Context: an optimization exercise on an open-source flow, tuned for small area. The choices shown serve that exercise and are no tape-out recipe. Where RTL was checked, it was by simulation tests only, not by an equivalence proof against the original. Power is estimated from default activity; no workload was simulated.

// gen2_tx_core
module gen2_tx_core (
    input  wire        clk,
    input  wire        rst,
    input  wire        op_valid,
    output wire        op_ready,
    input  wire [2:0]  op,
    input  wire [31:0] sample_rate,
    input  wire [31:0] dac_rate,
    input  wire        select_enabled,
    input  wire [7:0]  q_param,
    input  wire [15:0] mask_count,
    input  wire [31:0] cap,
    input  wire [15:0] n_in,
    input  wire [15:0] in_bits,
    input  wire [5:0]  reg_num,
    input  wire [31:0] reg_wdata,
    input  wire        mc_valid,
    output wire        mc_ready,
    input  wire [7:0]  mc_char,
    output reg         rsp_valid,
    output reg  [3:0]  status,
    output wire [31:0] written,
    output wire [15:0] consumed,
    output wire [31:0] rdata,
    output wire [31:0] rpt_nq,
    output wire [31:0] rpt_round,
    output wire [31:0] rpt_slot,
    output wire        smp_valid,
    output wire        smp_data,
    input  wire        smp_ready
);
  ...
Size in the first run: ~2800 cells after synthesis, about 690 flip-flops, ~390 I/O pins, ~29000 um^2 of cells after synthesis.
export LEC_CHECK = 0
export CAP_MARGIN = 20
export CORE_MARGIN = 2
export CORE_UTILIZATION = 40
export SLEW_MARGIN = 20
create_clock -name core_clock -period 15.0 [get_ports {clk}]
standard.sh (not shown) runs the stock make flow with config.mk's settings and CLKGATE_MAP_FILE= SYNTH_SCRIPT=/design/flow/synth_recipe.tcl, a recipe that flattens the netlist after the stock synthesis.
==> flow/flow/run.sh <==
#!/bin/bash
# The standard layout (standard.sh, standard synthesis unchanged) with
# these changes:
#  - ports are buffered with the smallest buffer (buf_1);
#  - buffers that ABC inserted during synthesis are removed at floorplan,
#    then the combinational logic is remapped for area with OpenROAD's
#    restructure (registers are not touched), using the platform library
#    without the cells the platform marks don't-use;
#  - the clock tree is built from clkbuf_4 in clusters of 8, without
#    dummy loads.
# Output: standard_flow.log (make and every tool it runs), lib_filter.log;
# ORFS also keeps each step's log under orfs/logs.
set -euo pipefail
mkdir -p rmp
python3 flow/lib_filter.py "$FLOW_HOME/platforms/sky130hd/lib/sky130_fd_sc_hd__tt_025C_1v80.lib" \
  "$FLOW_HOME/platforms/sky130hd/config.mk" rmp/filtered.lib > lib_filter.log 2>&1
export RMP_LIB="$PWD/rmp/filtered.lib"
export BUFFER_PORTS_ARGS="-buffer_cell sky130_fd_sc_hd__buf_1"
export REMOVE_ABC_BUFFERS=1
export POST_FLOORPLAN_TCL="$PWD/flow/post_floorplan.tcl"
export CTS_ARGS="-sink_clustering_enable -repair_clock_nets -dont_use_dummy_load -buf_list sky130_fd_sc_hd__clkbuf_4 -sink_clustering_size 8 -sink_clustering_max_diameter 40"
bash standard.sh > standard_flow.log 2>&1
Other scripts of this flow, unchanged in this note and not shown: flow/flow/lib_filter.py, flow/flow/post_floorplan.tcl
==> next run, changes <==
--- a/flow/design.v
+++ b/flow/design.v
@@ -327,59 +327,50 @@
             for (i = 16; i >= 0; i = i - 1) begin
                 if (c[4] ^ p[i]) c = {c[3:0], 1'b0} ^ 5'b01001;
                 else             c = {c[3:0], 1'b0};
             end
             crc5f = c;
         end
     endfunction
     wire [16:0] qpre = {4'b1000, 1'b0, 2'b00, 1'b0, sel, sel, 2'b00, 1'b0, qv};
     wire [21:0] qfr  = {qpre, crc5f(qpre)};
     wire [27:0] shdr = {20'b1010_100_000_01_00100000, L};
-    reg  [21:0] qfrr;
-    reg  [27:0] shdrr;
-    integer fi;
-    always @(*) begin
-        for (fi = 0; fi < 22; fi = fi + 1) qfrr[fi] = qfr[21 - fi];
-        for (fi = 0; fi < 28; fi = fi + 1) shdrr[fi] = shdr[27 - fi];
-    end
-    localparam [8:0] QADJ_R = 9'b0000_01001;
-    localparam [7:0] NAK_R  = 8'b0000_0011;
     localparam [8:0] QADJ_FRAME = 9'b1001_00_000;
     localparam [7:0] NAK_BITS   = 8'b1100_0000;
     reg fbit;
     always @(*) begin
         case (ft)
-            FT_QUERY: fbit = qfrr[bi[4:0]];
-            FT_QADJ:  fbit = QADJ_R[bi[3:0]];
+            FT_QUERY: fbit = qfr[5'd21 - bi[4:0]];
+            FT_QADJ:  fbit = QADJ_FRAME[4'd8 - bi[3:0]];
             FT_SEL: begin
                 case (sec)
-                    2'd0:    fbit = shdrr[bi[4:0]];
+                    2'd0:    fbit = shdr[5'd27 - bi[4:0]];
                     2'd1:    fbit = mrd;
                     2'd2:    fbit = 1'b0;
                     default: fbit = ~crc[15];
                 endcase
             end
             FT_ACK:   fbit = (bi[4:1] == 4'd0) ? bi[0] : X[0];
-            FT_NAK:   fbit = NAK_R[bi[2:0]];
+            FT_NAK:   fbit = NAK_BITS[3'd7 - bi[2:0]];
             FT_B01:   fbit = bi[0];
             default:  fbit = 1'b0;
         endcase
     end
     reg lastbit;
     always @(*) begin
         case (ft)
             FT_QUERY: lastbit = (bi == 8'd21);
             FT_QADJ:  lastbit = (bi == 8'd8);
             FT_SEL: begin
                 case (sec)
                     2'd0:    lastbit = (bi == 8'd27);
-                    2'd1:    lastbit = (bi + 8'd1 == L);
+                    2'd1:    lastbit = (bi == L - 8'd1);
                     2'd2:    lastbit = 1'b1;
                     default: lastbit = (bi == 8'd15);
                 endcase
             end
             FT_ACK:   lastbit = (bi == 8'd17);
             FT_QREP:  lastbit = (bi == 8'd3);
             FT_NAK:   lastbit = (bi == 8'd7);
             default:  lastbit = (bi == 8'd1);
         endcase
     end
=> Design area rises slightly. Setup slack gains 0.47 ns. Register-to-register slack gains 0.42 ns. Global-route usage rises by 1.4 points. Cell count climbs slightly. Routed wire length climbs by a few percent. Critical path depth shrinks by 3. Combinational power is higher by a few percent. Via count fell slightly. Die area drops slightly. Flip-flop and latch count stays the same.
No functional check of the RTL was part of the first run of this note.


middle:
gen2_tx_core, a different RTL version from the one above (not shown whole).
Size: ~2800 cells after synthesis, roughly 690 flip-flops.
export LEC_CHECK = 0
export CAP_MARGIN = 20
export CORE_MARGIN = 2
export CORE_UTILIZATION = 40
export SLEW_MARGIN = 20
create_clock -name core_clock -period 15.0 [get_ports {clk}]
==> flow/flow/run.sh <==
#!/bin/bash
# The standard layout (standard.sh, standard synthesis unchanged) with
# these changes:
#  - ports are buffered with the smallest buffer (buf_1);
#  - buffers that ABC inserted during synthesis are removed at floorplan,
#    then the combinational logic is remapped for area with OpenROAD's
#    restructure (registers are not touched), using the platform library
#    without the cells the platform marks don't-use;
#  - the clock tree is built from clkbuf_4 in clusters of 10, without
#    dummy loads.
# Output: standard_flow.log (make and every tool it runs), lib_filter.log;
# ORFS also keeps each step's log under orfs/logs.
set -euo pipefail
mkdir -p rmp
python3 flow/lib_filter.py "$FLOW_HOME/platforms/sky130hd/lib/sky130_fd_sc_hd__tt_025C_1v80.lib" \
  "$FLOW_HOME/platforms/sky130hd/config.mk" rmp/filtered.lib > lib_filter.log 2>&1
export RMP_LIB="$PWD/rmp/filtered.lib"
export BUFFER_PORTS_ARGS="-buffer_cell sky130_fd_sc_hd__buf_1"
export REMOVE_ABC_BUFFERS=1
export POST_FLOORPLAN_TCL="$PWD/flow/post_floorplan.tcl"
export CTS_ARGS="-sink_clustering_enable -repair_clock_nets -dont_use_dummy_load -buf_list sky130_fd_sc_hd__clkbuf_4 -sink_clustering_size 10 -sink_clustering_max_diameter 45"
bash standard.sh > standard_flow.log 2>&1
Other scripts of this flow, unchanged in this note and not shown: flow/flow/lib_filter.py, flow/flow/post_floorplan.tcl
middle: no failed stages, no open violations at the end
### middle -> south
--- a/flow/design.v
+++ b/flow/design.v
@@ -24,19 +24,19 @@
     output wire [31:0] rdata,
     output wire [31:0] rpt_nq,
     output wire [31:0] rpt_round,
     output wire [31:0] rpt_slot,
     output wire        smp_valid,
     output wire        smp_data,
     input  wire        smp_ready
 );
     localparam [2:0] OP_CONSTRUCT = 3'd0, OP_STEP = 3'd1, OP_RD = 3'd2,
-                     OP_WR = 3'd3;
+                     OP_WR = 3'd3, OP_REPORT = 3'd4;
     localparam [2:0] FT_NONE = 3'd0, FT_QUERY = 3'd1, FT_QADJ = 3'd2,
                      FT_SEL = 3'd3, FT_ACK = 3'd4, FT_QREP = 3'd5,
                      FT_NAK = 3'd6, FT_B01 = 3'd7;
     localparam [3:0] ST_IDLE = 4'd0, ST_MASK = 4'd1, ST_CQ = 4'd2,
                      ST_RESP = 4'd3, ST_WCLR = 4'd4, ST_WALK = 4'd5,
                      ST_NEED = 4'd6, ST_CHK = 4'd7, ST_FIN = 4'd8,
                      ST_UPD = 4'd9, ST_RDS = 4'd10;
     localparam [2:0] EM_FETCH = 3'd0, EM_LOAD = 3'd2,
                      EM_RUN = 3'd3, EM_XPREP = 3'd4, EM_XWAIT = 3'd5,
@@ -337,18 +337,20 @@
     reg  [21:0] qfrr;
     reg  [27:0] shdrr;
     integer fi;
     always @(*) begin
         for (fi = 0; fi < 22; fi = fi + 1) qfrr[fi] = qfr[21 - fi];
         for (fi = 0; fi < 28; fi = fi + 1) shdrr[fi] = shdr[27 - fi];
     end
     localparam [8:0] QADJ_R = 9'b0000_01001;
     localparam [7:0] NAK_R  = 8'b0000_0011;
+    localparam [8:0] QADJ_FRAME = 9'b1001_00_000;
+    localparam [7:0] NAK_BITS   = 8'b1100_0000;
     reg fbit;
     always @(*) begin
         case (ft)
             FT_QUERY: fbit = qfrr[bi[4:0]];
             FT_QADJ:  fbit = QADJ_R[bi[3:0]];
             FT_SEL: begin
                 case (sec)
                     2'd0:    fbit = shdrr[bi[4:0]];
                     2'd1:    fbit = mrd;
Results
- Summary of south over middle: remaining global-route overflow neither gained nor lost much; met3 capacity usage during global routing level.
- On largest net degree at the start of global routing, south tracks middle almost exactly.
- Per the comparison of south with middle, number of nets in the layout held steady, cell area comparable, count of sequential standard cells was more or less identical, cell count held, instance count on the critical path ~0 delta.
- Looking at middle and south, the final critical delay including setup and external delays is a wash.
- Xor and xnor fraction of the mapped netlist area came out exactly the same in middle and south.
- Number of fillers in the final layout came out exactly the same in middle and south.
Only the layout flow was run in south; the RTL was not checked for function there.


gen2_tx_core, a different RTL version from the one above (not shown whole).
For scale: about 390 I/O pins.
export LEC_CHECK = 0
export CAP_MARGIN = 20
export CORE_MARGIN = 2
export CORE_UTILIZATION = 40
export SLEW_MARGIN = 20
create_clock -name core_clock -period 15.0 [get_ports {clk}]
==> flow/flow/run.sh <==
#!/bin/bash
# The standard layout (standard.sh, standard synthesis unchanged) with
# these changes:
#  - ports are buffered with the smallest buffer (buf_1);
#  - buffers that ABC inserted during synthesis are removed at floorplan,
#    then the combinational logic is remapped for area with OpenROAD's
#    restructure (registers are not touched), using the platform library
#    without the cells the platform marks don't-use;
#  - the clock tree is built from clkbuf_8 in clusters of 16, without
#    dummy loads.
# Output: standard_flow.log (make and every tool it runs), lib_filter.log;
# ORFS also keeps each step's log under orfs/logs.
set -euo pipefail
mkdir -p rmp
python3 flow/lib_filter.py "$FLOW_HOME/platforms/sky130hd/lib/sky130_fd_sc_hd__tt_025C_1v80.lib" \
  "$FLOW_HOME/platforms/sky130hd/config.mk" rmp/filtered.lib > lib_filter.log 2>&1
export RMP_LIB="$PWD/rmp/filtered.lib"
export BUFFER_PORTS_ARGS="-buffer_cell sky130_fd_sc_hd__buf_1"
export REMOVE_ABC_BUFFERS=1
export POST_FLOORPLAN_TCL="$PWD/flow/post_floorplan.tcl"
export CTS_ARGS="-sink_clustering_enable -repair_clock_nets -dont_use_dummy_load -buf_list sky130_fd_sc_hd__clkbuf_8 -sink_clustering_size 16 -sink_clustering_max_diameter 50"
bash standard.sh > standard_flow.log 2>&1
Other scripts of this flow, unchanged in this note and not shown: flow/flow/lib_filter.py, flow/flow/post_floorplan.tcl
The first run passed the timing, design-rule and antenna checks.
==> next run, changes <==
--- a/flow/design.v
+++ b/flow/design.v
@@ -76,14 +76,12 @@
     reg [2:0]  ss;
     reg [2:0]  em;
     reg [24:0] S;
     reg [15:0] crc;
     reg        wa, wk, wsub, wneg, fin;
     reg [3:0]  wv;
-    reg        cop, inc_nq, inc_rnd, inc_slt, clr_slt, clr_all;
-    reg        qld;
     reg        xsub;
     reg        xact, xph, xmode, xfirst, xneg, xnn;
     reg [3:0]  hc;
     reg [4:0]  jc;
     reg [1:0]  xc;
     reg        xprev, qd;
@@ -298,12 +296,19 @@
             FR <= dac_rate;
         end else begin
             SR <= {SR[0], SR[31:1]};
             FR <= {FR[0], FR[31:1]};
         end
     end
+    wire cop     = (st == ST_CQ && ns == 3'd2) || (st == ST_UPD && ns == 3'd1);
+    wire clr_all = (st == ST_CQ);
+    wire inc_nq  = (phase == 4'd3) || (phase == 4'd6) || (phase == 4'd7);
+    wire inc_rnd = (phase == 4'd3);
+    wire inc_slt = (phase == 4'd6) || (phase == 4'd7);
+    wire clr_slt = (phase == 4'd3);
+    wire qld     = (st == ST_CQ && ns == 3'd2);
     wire con   = cop && tlo;
     wire nq_ci = (t == 6'd0) ? inc_nq  : nqc;
     wire rn_ci = (t == 6'd0) ? inc_rnd : rndc;
     wire sl_ci = (t == 6'd0) ? inc_slt : sltc;
     always @(posedge clk) begin
         NQ  <= {con ? (~clr_all & (NQ[0] ^ nq_ci)) : NQ[0], NQ[31:1]};
@@ -462,14 +467,12 @@
         endcase
     end
     always @(posedge clk) begin
         rsp_valid <= 1'b0;
         if (t63) begin
             wa   <= 1'b0;
-            cop  <= 1'b0;
-            qld  <= 1'b0;
             xsub <= 1'b0;
         end
         if (xact && t63) begin
             if (!xph) begin
                 xfirst <= 1'b0;
                 if (hc == 4'd0) begin
@@ -492,14 +495,12 @@
         if (rst) begin
             st     <= ST_IDLE;
             ready  <= 1'b0;
             cfgst  <= 3'd0;
             xact   <= 1'b0;
             wa     <= 1'b0;
-            cop    <= 1'b0;
-            qld    <= 1'b0;
             xsub   <= 1'b0;
         end else begin
             case (st)
             ST_IDLE: if (accept) begin
                 ns     <= 3'd0;
                 isrd   <= 1'b0;
@@ -595,15 +596,12 @@
                 3'd0: begin
                     xact <= 1'b1; xph <= 1'b0; xmode <= 1'b0; xfirst <= 1'b1;
                     hc <= 4'd12;
                     ns <= 3'd1;
                 end
                 3'd1: if (xdone) begin
-                    qld <= 1'b1;
-                    cop <= 1'b1; clr_all <= 1'b1;
-                    inc_nq <= 1'b0; inc_rnd <= 1'b0; inc_slt <= 1'b0; clr_slt <= 1'b0;
                     ns <= 3'd2;
                 end
                 default: begin
                     phase  <= 4'd0;
                     dect   <= 2'd0;
                     gatet  <= 2'd0;
@@ -774,22 +772,21 @@
                     ns <= 3'd3;
                 end
                 3'd3: begin
                     wa <= 1'b1; wk <= 1'b1; wsub <= 1'b0; wv <= tr ? V_N : V_ZERO;
                     ns <= 3'd4;
                 end
-                default: st <= ST_UPD;
+                default: begin
+                    ns <= 3'd0;
+                    st <= ST_UPD;
+                end
                 endcase
             end
-            ST_UPD: if (t63) begin
-                cop     <= 1'b1;
-                clr_all <= 1'b0;
-                inc_nq  <= (phase == 4'd3) || (phase == 4'd6) || (phase == 4'd7);
-                inc_rnd <= (phase == 4'd3);
-                inc_slt <= (phase == 4'd6) || (phase == 4'd7);
-                clr_slt <= (phase == 4'd3);
+            ST_UPD: if (t63 && ns == 3'd0)
+                ns <= 3'd1;      
+            else if (t63) begin
                 case (phase)
                 4'd0: begin
                     if (sel) begin
                         expsel <= 1'b1;
                         phase  <= 4'd2;
                     end else
Power shrinks by roughly a tenth.
Core utilization shrinks by 0.15 points.
Non-clock buffer count drops by 2.
Worst setup slack got worse by 1.6 ns.
Final area hardly moves.
Sequential power went down by a few percent.
Combinational power is lower by a quarter to a third.
Clock power decreases by a few percent.
Routed wire length goes up by a few percent.
Critical path depth goes down by 3.
Worst hold slack gains 0.014 ns.
Only the layout flow was run in the second run of this note; the RTL was not checked for function there.

separate check: timing with driven ports:
No port has a modelled driver above. Below, the same layouts with a new extraction and two added sets of constraints. Step 1 sets driving cells, clkbuf_16 on the clock port and buf_2 on the other inputs (assumed; they add their load-dependent delay and slew). Step 2 also shifts input and output timing later by t, the mid clock arrival at the registers, as if the neighbouring blocks saw the same clock. Three values: ideal, step 1, step 2; two values: the first two.
run | shift t [ns] | setup slack, ns | latest minus earliest clock arrival (ns) | slew at the worst register clock pin (ns) | worst slew at a driven data input, ns
the first run of note 1 | 0.892 | 6.764 / 6.707 / 7.150 | 0.141 / 0.141 | 0.10 / 0.10 | 0.07
the second run of note 1 | 0.881 | 7.234 / 7.166 / 7.573 | 0.122 / 0.122 | 0.09 / 0.09 | 0.07
middle | 0.878 | 6.799 / 6.732 / 7.129 | 0.142 / 0.142 | 0.11 / 0.11 | 0.07
south | 0.878 | 6.799 / 6.732 / 7.129 | 0.142 / 0.142 | 0.11 / 0.11 | 0.07
the first run of note 3 | 0.700 | 8.019 / 8.019 / 8.019 | 0.091 / 0.091 | 0.10 / 0.10 | 0.09
the second run of note 3 | 0.706 | 6.440 / 6.382 / 7.087 | 0.117 / 0.117 | 0.10 / 0.10 | 0.11
After both steps setup and hold are still met in every run listed.
